What follows belongs to an exercise in optimizing a design on an open flow for small area, a short achievable clock period and few clock cycles; a production flow would make more cautious choices. Where RTL was checked, it was by simulation tests only, not by an equivalence proof against the original. No activity file was given, so power comes from the tool's default toggle rates.

==> inputs of wip/harbor <==
==> flow/design.v <==
module vad_unit (
    input  wire        clk,
    input  wire        rst,           
    input  wire        cmd_valid,
    output wire        cmd_ready,
    input  wire [1:0]  cmd_op,        
    input  wire [31:0] cmd_arg,       
    input  wire [31:0] cmd_blen,      
    input  wire        s_valid,
    output wire        s_ready,
    input  wire [31:0] s_data,
    output wire        iv_valid,
    input  wire        iv_ready,
    output wire [15:0] iv_data,
    output wire        iv_last,
    output wire [1:0]  iv_mode,
    output wire        iv_reset,
    input  wire        vd_valid,
    input  wire [1:0]  vd_code,
    output wire        done,
    output wire [31:0] result,
    output wire        rate_reject,
    output wire [31:0] hist_err,
    output wire [31:0] hist_sil,
    output wire [31:0] hist_voice,
    output wire [31:0] hist_noise,
    output wire [31:0] vad_rate,
    output wire [10:0] vad_flen,
    output wire [10:0] vad_off,
    output wire [1:0]  vad_mode
);
    localparam [1:0] OP_INIT    = 2'd1;
    localparam [1:0] OP_SETMODE = 2'd2;
    localparam [1:0] OP_PROCESS = 2'd3;
    localparam [1:0] V_SIL   = 2'd0;
    localparam [1:0] V_VOICE = 2'd1;
    localparam [1:0] V_NOISE = 2'd2;
    localparam HW = 23;               
    reg        crdy;                  
    reg        acc_q;                 
    reg [1:0]  op_q;
    reg        ok_q;                  
    reg [1:0]  rc_q;                  
    reg        le3_q;                 
    reg [1:0]  lo_q;                  
    reg        locked;
    reg [1:0]  code;                  
    reg        f_1000, f_0101, f_1011, f_1101, f_1110, f_0111, f_0010, f_0001;
    reg [1:0]  mode_c;
    reg        r_all;                 
    reg        res0;                  
    reg        rrej_c;
    reg [10:0] off_c;
    reg [HW-1:0] hc_e, hc_s, hc_v, hc_n;
    reg        done_q;
    reg        ivrst_q;
    reg        run;
    reg [29:0] rem;                   
    reg [10:0] off_w;                 
    reg        nl;                    
    reg        pend;                  
    reg [HW-1:0] hw_e, hw_s, hw_v, hw_n;
    reg        sr;                    
    reg        bv;                    
    reg [15:0] b_t;
    reg        b_s;
    reg        b_l;
    reg        ivv;                   
    reg [15:0] ivd;
    reg        ivl;
    reg        skv;                   
    reg [15:0] skd;
    reg        skl;
    reg        vdv_q;
    reg [1:0]  vdc_q;
    reg        fin_q;                 
    wire        hi0    = (cmd_arg[31:16] == 16'd0);
    wire        is8k   = hi0 && (cmd_arg[15:0] == 16'd8000);
    wire        is16k  = hi0 && (cmd_arg[15:0] == 16'd16000);
    wire        is32k  = hi0 && (cmd_arg[15:0] == 16'd32000);
    wire        is48k  = hi0 && (cmd_arg[15:0] == 16'd48000);
    wire        accept = cmd_valid && crdy;
    wire        ex_init = acc_q && (op_q == OP_INIT);
    wire        ex_mode = acc_q && (op_q == OP_SETMODE);
    wire        ex_proc = acc_q && (op_q == OP_PROCESS);
    wire        pass    = ok_q && (!locked || (rc_q == code));
    wire        start   = ex_proc && pass;
    wire        rfail   = ex_proc && !pass;
    reg [10:0] flen_m2;               
    always @(*) begin
        case (code)
            2'd0:    flen_m2 = 11'd238;
            2'd1:    flen_m2 = 11'd478;
            2'd2:    flen_m2 = 11'd958;
            default: flen_m2 = 11'd1438;
        endcase
    end
    wire take = s_valid && sr;
    wire pop   = ivv && iv_ready;
    wire bpush = bv && !skv;
    wire bv_n  = take || (bv && !bpush);
    wire skv_n = skv ? !pop : (bpush && ivv && !pop);
    wire ivv_n = skv || bpush || (ivv && !pop);
    wire [7:0]  s_e   = s_data[30:23];
    wire        s_nan = (s_e == 8'hFF) && (s_data[22:0] != 23'd0);
    wire        s_z   = s_nan || (s_e < 8'd110);
    wire        s_c   = !s_nan && ((s_e >= 8'd127) ||
                                   (s_e == 8'd126 && s_data[22:8] == 15'h7FFF));
    wire [16:0] s_sh  = {1'b1, s_data[22:8], 1'b0} >> (~s_e[4:0]);
    wire [15:0] qt    = s_z ? 16'd0 : s_c ? 16'hFFFE : s_sh[15:0];
    wire [16:0] qsum = {b_s, b_t ^ {16{b_s}}} + 17'd1;
    wire [15:0] qd   = qsum[16:1];
    wire rem_ge1 = (rem != 30'd0);
    wire rem_ge2 = (rem[29:1] != 29'd0);
    wire rem_ge3 = (rem[29:2] != 28'd0) || (rem[1] && rem[0]);
    wire fin = run && !rem_ge1 && !ivv && !pend && !vdv_q;
    wire [27:0] vx   = {5'd0, hw_v};
    wire [27:0] vy   = ~{3'd0, hw_s, 2'd0};
    wire [27:0] vz   = ~{3'd0, hw_n, 2'd0};
    wire [27:0] vsum = vx ^ vy ^ vz;
    wire [27:0] vcar = {(vx[26:0] & vy[26:0]) | (vx[26:0] & vz[26:0]) |
                        (vy[26:0] & vz[26:0]), 1'b1};
    wire [13:0] vlo  = {1'b0, vsum[12:0]} + {1'b0, vcar[12:0]} + 14'd1;
    reg         vc13;
    wire [14:0] vhi  = {1'b0, vsum[27:13]} + {1'b0, vcar[27:13]} + {14'd0, vc13};
    wire        d_all = (hw_e != {HW{1'b0}});
    wire        d_one = !d_all && (hw_v != {HW{1'b0}}) && !vhi[14];
    wire g1      = bpush ? rem_ge2 : rem_ge1;
    wire g2      = bpush ? rem_ge3 : rem_ge2;
    wire more    = bv_n ? g2 : g1;
    wire full_n  = bv_n && ivv_n && skv_n;
    wire nl_n    = take ? (!nl && (off_w == flen_m2)) : nl;
    wire pend_n  = (pend && !vdv_q) || (take && nl);
    wire run_n   = start || (run && !fin);
    wire sr_n    = run_n && more && !full_n && !(pend_n && nl_n);
    wire clr_w = rst || ex_init || rfail || start;
    wire hld   = rst || ex_init || rfail || fin_q;
    wire [HW-1:0] hw_e_n = clr_w ? {HW{1'b0}} : hw_e + (vdv_q && vdc_q == 2'd3);
    wire [HW-1:0] hw_s_n = clr_w ? {HW{1'b0}} : hw_s + (vdv_q && vdc_q == V_SIL);
    wire [HW-1:0] hw_v_n = clr_w ? {HW{1'b0}} : hw_v + (vdv_q && vdc_q == V_VOICE);
    wire [HW-1:0] hw_n_n = clr_w ? {HW{1'b0}} : hw_n + (vdv_q && vdc_q == V_NOISE);
    always @(posedge clk) begin
        hw_e <= hw_e_n;
        hw_s <= hw_s_n;
        hw_v <= hw_v_n;
        hw_n <= hw_n_n;
        if (hld) begin
            hc_e <= hw_e_n;
            hc_s <= hw_s_n;
            hc_v <= hw_v_n;
            hc_n <= hw_n_n;
        end
        vc13 <= vlo[13];
    end
    always @(posedge clk) begin
        acc_q <= accept;
        op_q  <= cmd_op;
        ok_q  <= is8k || is16k || is32k || is48k;
        rc_q  <= {is32k || is48k, is16k || is48k};
        le3_q <= (cmd_arg[31:2] == 30'd0);
        lo_q  <= cmd_arg[1:0];
        if (!bv || bpush) begin
            b_t <= qt;
            b_s <= s_data[31];
            b_l <= nl;
        end
        if (skv ? pop : (!ivv || pop)) begin
            ivd <= skv ? skd : qd;
            ivl <= skv ? skl : b_l;
        end
        if (!skv && ivv && !pop) begin
            skd <= qd;
            skl <= b_l;
        end
        rem   <= crdy ? cmd_blen[31:2] : rem - {29'd0, bpush};
        vdc_q <= vd_code;
        if (rst) begin
            crdy    <= 1'b1;
            acc_q   <= 1'b0;
            locked  <= 1'b0;
            code    <= 2'd0;
            f_1000  <= 1'b0;
            f_0101  <= 1'b0;
            f_1011  <= 1'b0;
            f_1101  <= 1'b0;
            f_1110  <= 1'b0;
            f_0111  <= 1'b0;
            f_0010  <= 1'b0;
            f_0001  <= 1'b0;
            mode_c  <= 2'd0;
            r_all   <= 1'b0;
            res0    <= 1'b0;
            rrej_c  <= 1'b0;
            off_c   <= 11'd0;
            done_q  <= 1'b0;
            ivrst_q <= 1'b0;
            run     <= 1'b0;
            off_w   <= 11'd0;
            nl      <= 1'b0;
            pend    <= 1'b0;
            sr      <= 1'b0;
            vdv_q   <= 1'b0;
            fin_q   <= 1'b0;
            bv      <= 1'b0;
            ivv     <= 1'b0;
            skv     <= 1'b0;
        end else begin
            bv  <= bv_n;
            ivv <= ivv_n;
            skv <= skv_n;
            sr  <= sr_n;
            run <= run_n;
            nl  <= nl_n;
            pend <= pend_n;
            if (take)
                off_w <= nl ? 11'd0 : off_w + 11'd1;
            vdv_q   <= vd_valid;
            fin_q   <= fin;
            done_q  <= ex_init || ex_mode || rfail || fin_q;
            ivrst_q <= ex_init;
            if (accept)
                crdy <= 1'b0;
            else if (ex_init || ex_mode || rfail || fin_q)
                crdy <= 1'b1;
            if (ex_init) begin
                locked <= 1'b0;
                f_1000 <= 1'b0;
                f_0101 <= 1'b0;
                f_1011 <= 1'b0;
                f_1101 <= 1'b0;
                f_1110 <= 1'b0;
                f_0111 <= 1'b0;
                f_0010 <= 1'b0;
                f_0001 <= 1'b0;
                mode_c <= 2'd0;
                off_c  <= 11'd0;
                off_w  <= 11'd0;
                nl     <= 1'b0;
                r_all  <= 1'b0;
                res0   <= 1'b1;
                rrej_c <= 1'b0;
            end
            if (ex_mode) begin
                if (le3_q) mode_c <= lo_q;
                r_all  <= 1'b0;
                res0   <= le3_q;
                rrej_c <= 1'b0;
            end
            if (rfail) begin
                r_all  <= 1'b1;
                res0   <= 1'b1;
                rrej_c <= 1'b1;
            end
            if (start) begin
                code <= rc_q;
            end
            if (fin_q) begin
                locked <= 1'b1;
                f_1000 <= (code == 2'd0);
                f_0101 <= code[0];
                f_1011 <= (code != 2'd1);
                f_1101 <= (code != 2'd2);
                f_1110 <= (code != 2'd3);
                f_0111 <= (code != 2'd0);
                f_0010 <= (code == 2'd2);
                f_0001 <= (code == 2'd3);
                off_c  <= off_w;
                r_all  <= d_all;
                res0   <= d_all || d_one;
                rrej_c <= 1'b0;
            end
        end
    end
    assign cmd_ready   = crdy;
    assign s_ready     = sr;
    assign iv_valid    = ivv;
    assign iv_data     = ivd;
    assign iv_last     = ivl;
    assign iv_mode     = mode_c;
    assign iv_reset    = ivrst_q;
    assign done        = done_q;
    assign result      = {{31{r_all}}, res0};
    assign rate_reject = rrej_c;
    assign hist_err    = {{(32-HW){1'b0}}, hc_e};
    assign hist_sil    = {{(32-HW){1'b0}}, hc_s};
    assign hist_voice  = {{(32-HW){1'b0}}, hc_v};
    assign hist_noise  = {{(32-HW){1'b0}}, hc_n};
    assign vad_rate    = {16'd0, f_0001, f_0010, f_0111, locked, locked, f_1110,
                          f_1101, f_1011, f_0101, f_1000, 6'd0};
    assign vad_flen    = {f_0001, f_0010, f_0111, locked, f_1110, f_1101, f_1000, 4'd0};
    assign vad_off     = off_c;
    assign vad_mode    = mode_c;
endmodule
==> flow/flow/run.sh <==
#!/bin/bash
set -euo pipefail
SETUP_MARGIN=${SETUP_MARGIN:-5.0}
bash standard.sh \
    "BUFFER_PORTS_ARGS=-buffer_cell sky130_fd_sc_hd__buf_1" \
    "SETUP_SLACK_MARGIN=${SETUP_MARGIN}" \
    finish > flow_make.log 2>&1
test -f out/final.def
==> flow/standard.sh <==
#!/bin/bash
# synth_recipe.tcl (not shown) runs the flow's synth.tcl, then flattens the netlist and writes it again
# the make line also repeats each setting of config.mk as NAME=value (left out here)
make -C /OpenROAD-flow-scripts/flow DESIGN_CONFIG=/design/flow/config.mk WORK_HOME=/design/flow/orfs CLKGATE_MAP_FILE= SYNTH_SCRIPT=/design/flow/synth_recipe.tcl "${@:-finish}"
==> flow/config.mk <==
export PLATFORM = sky130hd
export DESIGN_NAME = vad_unit
export DESIGN_NICKNAME = vad_unit
export VERILOG_FILES = /design/flow/design.v
export SDC_FILE = /design/flow/constraint.sdc
export NUM_CORES = 4
export LEC_CHECK = 0
export CAP_MARGIN = 20
export CORE_MARGIN = 2
export CORE_UTILIZATION = 40
export CTS_CLUSTER_DIAMETER = 60
export CTS_CLUSTER_SIZE = 40
export SLEW_MARGIN = 20
==> flow/constraint.sdc <==
create_clock -name core_clock -period 8.0 [get_ports {clk}]
set_input_delay 1.6000 -clock core_clock [delete_from_list [all_inputs] [get_ports {clk}]]
set_output_delay 1.6000 -clock core_clock [all_outputs]
set_load 0.01 [all_outputs]
==> wip/onyx (differences from wip/harbor) <==
==> flow/design.v, changed modules only <==
module vad_unit (
    input  wire        clk,
    input  wire        rst,           
    input  wire        cmd_valid,
    output wire        cmd_ready,
    input  wire [1:0]  cmd_op,        
    input  wire [31:0] cmd_arg,       
    input  wire [31:0] cmd_blen,      
    input  wire        s_valid,
    output wire        s_ready,
    input  wire [31:0] s_data,
    output wire        iv_valid,
    input  wire        iv_ready,
    output wire [15:0] iv_data,
    output wire        iv_last,
    output wire [1:0]  iv_mode,
    output wire        iv_reset,
    input  wire        vd_valid,
    input  wire [1:0]  vd_code,
    output wire        done,
    output wire [31:0] result,
    output wire        rate_reject,
    output wire [31:0] hist_err,
    output wire [31:0] hist_sil,
    output wire [31:0] hist_voice,
    output wire [31:0] hist_noise,
    output wire [31:0] vad_rate,
    output wire [10:0] vad_flen,
    output wire [10:0] vad_off,
    output wire [1:0]  vad_mode
);
    localparam [1:0] OP_INIT    = 2'd1;
    localparam [1:0] OP_SETMODE = 2'd2;
    localparam [1:0] OP_PROCESS = 2'd3;
    localparam [1:0] V_SIL   = 2'd0;
    localparam [1:0] V_VOICE = 2'd1;
    localparam [1:0] V_NOISE = 2'd2;
    localparam HW = 23;               
    reg        crdy;                  
    reg        acc_q;                 
    reg [1:0]  op_q;
    reg        ok_q;                  
    reg [1:0]  rc_q;                  
    reg        le3_q;                 
    reg [1:0]  lo_q;                  
    reg        locked;
    reg [1:0]  code;                  
    reg        f_1000, f_0101, f_1011, f_1101, f_1110, f_0111, f_0010, f_0001;
    reg [1:0]  mode_c;
    reg        r_all;                 
    reg        res0;                  
    reg        rrej_c;
    reg [10:0] off_c;
    reg [HW-1:0] hc_e, hc_s, hc_v, hc_n;
    reg        done_q;
    reg        ivrst_q;
    reg        run;
    reg [29:0] rem;                   
    reg [10:0] off_w;                 
    reg        nl;                    
    reg        pend;                  
    reg [HW-1:0] hw_e, hw_s, hw_v, hw_n;
    reg [4:0]  ph;                    
    reg        cy_e, cy_s, cy_v, cy_n;    
    reg        req;                   
    reg        absb;                  
    reg [1:0]  vcode;                 
    reg [1:0]  vcs;                   
    reg        sd1, sd2, nd1, nd2;    
    reg        enz, vnz;              
    reg        sr;                    
    reg        bv;                    
    reg [15:0] b_t;
    reg        b_s;
    reg        b_l;
    reg        ivv;                   
    reg [15:0] ivd;
    reg        ivl;
    reg        skv;                   
    reg [15:0] skd;
    reg        skl;
    wire        hi0    = (cmd_arg[31:16] == 16'd0);
    wire        is8k   = hi0 && (cmd_arg[15:0] == 16'd8000);
    wire        is16k  = hi0 && (cmd_arg[15:0] == 16'd16000);
    wire        is32k  = hi0 && (cmd_arg[15:0] == 16'd32000);
    wire        is48k  = hi0 && (cmd_arg[15:0] == 16'd48000);
    wire        accept = cmd_valid && crdy;
    wire        ex_init = acc_q && (op_q == OP_INIT);
    wire        ex_mode = acc_q && (op_q == OP_SETMODE);
    wire        ex_proc = acc_q && (op_q == OP_PROCESS);
    wire        pass    = ok_q && (!locked || (rc_q == code));
    wire        start   = ex_proc && pass;
    wire        rfail   = ex_proc && !pass;
    reg [10:0] flen_m2;               
    always @(*) begin
        case (code)
            2'd0:    flen_m2 = 11'd238;
            2'd1:    flen_m2 = 11'd478;
            2'd2:    flen_m2 = 11'd958;
            default: flen_m2 = 11'd1438;
        endcase
    end
    wire take = s_valid && sr;
    wire pop   = ivv && iv_ready;
    wire bpush = bv && !skv;
    wire bv_n  = take || (bv && !bpush);
    wire skv_n = skv ? !pop : (bpush && ivv && !pop);
    wire ivv_n = skv || bpush || (ivv && !pop);
    wire [7:0]  s_e   = s_data[30:23];
    wire        s_nan = (s_e == 8'hFF) && (s_data[22:0] != 23'd0);
    wire        s_z   = s_nan || (s_e < 8'd110);
    wire        s_c   = !s_nan && ((s_e >= 8'd127) ||
                                   (s_e == 8'd126 && s_data[22:8] == 15'h7FFF));
    wire [16:0] s_sh  = {1'b1, s_data[22:8], 1'b0} >> (~s_e[4:0]);
    wire [15:0] qt    = s_z ? 16'd0 : s_c ? 16'hFFFE : s_sh[15:0];
    wire [16:0] qsum = {b_s, b_t ^ {16{b_s}}} + 17'd1;
    wire [15:0] qd   = qsum[16:1];
    wire rem_ge1 = (rem != 30'd0);
    wire rem_ge2 = (rem[29:1] != 29'd0);
    wire rem_ge3 = (rem[29:2] != 28'd0) || (rem[1] && rem[0]);
    wire ph0     = (ph == 5'd0);
    wire ph_last = (ph == HW - 1);
    wire fin = run && !rem_ge1 && !ivv && ph_last && (!pend || absb);
    wire go    = req && ph0;
    wire cin_e = ph0 ? (go && vcode == 2'd3)    : cy_e;
    wire cin_s = ph0 ? (go && vcode == V_SIL)   : cy_s;
    wire cin_v = ph0 ? (go && vcode == V_VOICE) : cy_v;
    wire cin_n = ph0 ? (go && vcode == V_NOISE) : cy_n;
    wire nb_e  = hw_e[0] ^ cin_e;
    wire nb_s  = hw_s[0] ^ cin_s;
    wire nb_v  = hw_v[0] ^ cin_v;
    wire nb_n  = hw_n[0] ^ cin_n;
    wire       sb   = ph[4:1] != 4'd0 ? !sd2 : 1'b1;    
    wire       nbb  = ph[4:1] != 4'd0 ? !nd2 : 1'b1;    
    wire [1:0] vcin = ph0 ? 2'd2 : vcs;
    wire [2:0] vtot = {2'd0, nb_v} + {2'd0, sb} + {2'd0, nbb} + {1'd0, vcin};
    wire       vmaj = vtot[2] && !sd1 && !nd1 && !nb_s && !nb_n;
    wire       d_all = enz || nb_e;
    wire       d_one = !d_all && (vnz || nb_v) && vmaj;
    wire g1      = bpush ? rem_ge2 : rem_ge1;
    wire g2      = bpush ? rem_ge3 : rem_ge2;
    wire more    = bv_n ? g2 : g1;
    wire full_n  = bv_n && ivv_n && skv_n;
    wire nl_n    = take ? (!nl && (off_w == flen_m2)) : nl;
    wire pend_n  = (pend && !(absb && ph_last)) || (take && nl);
    wire run_n   = start || (run && !fin);
    wire sr_n    = run_n && more && !full_n && !(pend_n && nl_n);
    wire clr_w = rst || ex_init || rfail || start;
    wire hld   = rst || ex_init || rfail || fin;
    wire [HW-1:0] hw_e_n = clr_w ? {HW{1'b0}} : {nb_e, hw_e[HW-1:1]};
    wire [HW-1:0] hw_s_n = clr_w ? {HW{1'b0}} : {nb_s, hw_s[HW-1:1]};
    wire [HW-1:0] hw_v_n = clr_w ? {HW{1'b0}} : {nb_v, hw_v[HW-1:1]};
    wire [HW-1:0] hw_n_n = clr_w ? {HW{1'b0}} : {nb_n, hw_n[HW-1:1]};
    always @(posedge clk) begin
        hw_e <= hw_e_n;
        hw_s <= hw_s_n;
        hw_v <= hw_v_n;
        hw_n <= hw_n_n;
        if (hld) begin
            hc_e <= hw_e_n;
            hc_s <= hw_s_n;
            hc_v <= hw_v_n;
            hc_n <= hw_n_n;
        end
        cy_e <= !clr_w && hw_e[0] && cin_e;
        cy_s <= !clr_w && hw_s[0] && cin_s;
        cy_v <= !clr_w && hw_v[0] && cin_v;
        cy_n <= !clr_w && hw_n[0] && cin_n;
        ph   <= (rst || ph_last) ? 5'd0 : ph + 5'd1;
        if (vd_valid)
            vcode <= vd_code;
        if (clr_w) begin
            vcs  <= 2'd2;
            sd1  <= 1'b0;
            sd2  <= 1'b0;
            nd1  <= 1'b0;
            nd2  <= 1'b0;
            enz  <= 1'b0;
            vnz  <= 1'b0;
        end else begin
            vcs  <= vtot[2:1];
            sd1  <= nb_s;
            sd2  <= sd1;
            nd1  <= nb_n;
            nd2  <= nd1;
            enz  <= (enz && !ph0) || nb_e;
            vnz  <= (vnz && !ph0) || nb_v;
        end
    end
    always @(posedge clk) begin
        acc_q <= accept;
        op_q  <= cmd_op;
        ok_q  <= is8k || is16k || is32k || is48k;
        rc_q  <= {is32k || is48k, is16k || is48k};
        le3_q <= (cmd_arg[31:2] == 30'd0);
        lo_q  <= cmd_arg[1:0];
        if (!bv || bpush) begin
            b_t <= qt;
            b_s <= s_data[31];
            b_l <= nl;
        end
        if (skv ? pop : (!ivv || pop)) begin
            ivd <= skv ? skd : qd;
            ivl <= skv ? skl : b_l;
        end
        if (!skv && ivv && !pop) begin
            skd <= qd;
            skl <= b_l;
        end
        rem   <= crdy ? cmd_blen[31:2] : rem - {29'd0, bpush};
        if (rst) begin
            crdy    <= 1'b1;
            acc_q   <= 1'b0;
            locked  <= 1'b0;
            code    <= 2'd0;
            f_1000  <= 1'b0;
            f_0101  <= 1'b0;
            f_1011  <= 1'b0;
            f_1101  <= 1'b0;
            f_1110  <= 1'b0;
            f_0111  <= 1'b0;
            f_0010  <= 1'b0;
            f_0001  <= 1'b0;
            mode_c  <= 2'd0;
            r_all   <= 1'b0;
            res0    <= 1'b0;
            rrej_c  <= 1'b0;
            off_c   <= 11'd0;
            done_q  <= 1'b0;
            ivrst_q <= 1'b0;
            run     <= 1'b0;
            off_w   <= 11'd0;
            nl      <= 1'b0;
            pend    <= 1'b0;
            sr      <= 1'b0;
            req     <= 1'b0;
            absb    <= 1'b0;
            bv      <= 1'b0;
            ivv     <= 1'b0;
            skv     <= 1'b0;
        end else begin
            bv  <= bv_n;
            ivv <= ivv_n;
            skv <= skv_n;
            sr  <= sr_n;
            run <= run_n;
            nl  <= nl_n;
            pend <= pend_n;
            if (take)
                off_w <= nl ? 11'd0 : off_w + 11'd1;
            req     <= (req && !ph0) || vd_valid;
            absb    <= (absb && !ph_last) || go;
            done_q  <= ex_init || ex_mode || rfail || fin;
            ivrst_q <= ex_init;
            if (accept)
                crdy <= 1'b0;
            else if (ex_init || ex_mode || rfail || fin)
                crdy <= 1'b1;
            if (ex_init) begin
                locked <= 1'b0;
                f_1000 <= 1'b0;
                f_0101 <= 1'b0;
                f_1011 <= 1'b0;
                f_1101 <= 1'b0;
                f_1110 <= 1'b0;
                f_0111 <= 1'b0;
                f_0010 <= 1'b0;
                f_0001 <= 1'b0;
                mode_c <= 2'd0;
                off_c  <= 11'd0;
                off_w  <= 11'd0;
                nl     <= 1'b0;
                r_all  <= 1'b0;
                res0   <= 1'b1;
                rrej_c <= 1'b0;
            end
            if (ex_mode) begin
                if (le3_q) mode_c <= lo_q;
                r_all  <= 1'b0;
                res0   <= le3_q;
                rrej_c <= 1'b0;
            end
            if (rfail) begin
                r_all  <= 1'b1;
                res0   <= 1'b1;
                rrej_c <= 1'b1;
            end
            if (start) begin
                code <= rc_q;
            end
            if (fin) begin
                locked <= 1'b1;
                f_1000 <= (code == 2'd0);
                f_0101 <= code[0];
                f_1011 <= (code != 2'd1);
                f_1101 <= (code != 2'd2);
                f_1110 <= (code != 2'd3);
                f_0111 <= (code != 2'd0);
                f_0010 <= (code == 2'd2);
                f_0001 <= (code == 2'd3);
                off_c  <= off_w;
                r_all  <= d_all;
                res0   <= d_all || d_one;
                rrej_c <= 1'b0;
            end
        end
    end
    assign cmd_ready   = crdy;
    assign s_ready     = sr;
    assign iv_valid    = ivv;
    assign iv_data     = ivd;
    assign iv_last     = ivl;
    assign iv_mode     = mode_c;
    assign iv_reset    = ivrst_q;
    assign done        = done_q;
    assign result      = {{31{r_all}}, res0};
    assign rate_reject = rrej_c;
    assign hist_err    = {{(32-HW){1'b0}}, hc_e};
    assign hist_sil    = {{(32-HW){1'b0}}, hc_s};
    assign hist_voice  = {{(32-HW){1'b0}}, hc_v};
    assign hist_noise  = {{(32-HW){1'b0}}, hc_n};
    assign vad_rate    = {16'd0, f_0001, f_0010, f_0111, locked, locked, f_1110,
                          f_1101, f_1011, f_0101, f_1000, 6'd0};
    assign vad_flen    = {f_0001, f_0010, f_0111, locked, f_1110, f_1101, f_1000, 4'd0};
    assign vad_off     = off_c;
    assign vad_mode    = mode_c;
endmodule
--- a/flow/flow/run.sh
+++ b/flow/flow/run.sh
@@ -2,3 +2,3 @@
 set -euo pipefail
-SETUP_MARGIN=${SETUP_MARGIN:-5.0}
+SETUP_MARGIN=${SETUP_MARGIN:-4.7}
 bash standard.sh \
Settings changed: CORE_UTILIZATION 40 to 60, CTS_CLUSTER_DIAMETER 60 to 80, CTS_CLUSTER_SIZE 40 to 30.
==> summary.txt <==
wip/onyx went through all stages and came out clean. wip/harbor finished clean. Between wip/harbor and wip/onyx, the lower global-route usage is in wip/harbor (gap 3.7 points). Between wip/onyx and wip/harbor, the lower wire length is in wip/onyx (gap about 30%, measured against wip/harbor). Against wip/onyx, the non-clock buffer count of wip/harbor is higher by 4. Sequential power: wip/harbor is lower than wip/onyx (about 5%). Against wip/onyx, the maximum frequency of wip/harbor is larger by about 9%. Against wip/harbor, the die area of wip/onyx is smaller by 40%. Setup slack: wip/harbor is higher than wip/onyx (0.26 ns). In first-iteration DRC count, wip/harbor and wip/onyx hardly differ.
Testbench counts of wip/onyx, summed over its fixed seeds: cycles 282,724.
Only the layout flow was run in wip/harbor; the RTL was not checked for function there.

separate check: timing with driven ports:
Ports are ideal in the flow. The routed layouts listed here were re-timed in OpenROAD.
Step 1, drivers: a clkbuf_16 drives clk and a buf_2 each remaining input, both assumed.
Step 2 moves the port delays by t, midway between the first and last clock arrival at a register: inputs arrive t later, outputs are due t later. That takes back most of the time a late clock gives input paths.
a / b / c = no drivers / after step 1 / after step 2; a / b = the first two.
| run | t, ns | setup slack, ns | latest minus earliest clock arrival (ns) | worst data-port slew with drivers (ns) |
|---|---|---|---|---|
| wip/harbor | 0.605 | 5.093 / 5.043 / 4.525 | 0.026 / 0.025 | 0.11 |
| wip/onyx | 0.542 | 4.831 / 4.852 / 4.310 | 0.020 / 0.020 | 0.05 |
After both steps setup and hold are still met in every run listed. For wip/harbor, which loses most, drivers alone change the setup slack by -0.050 ns; drivers and shift together by -0.568 ns.
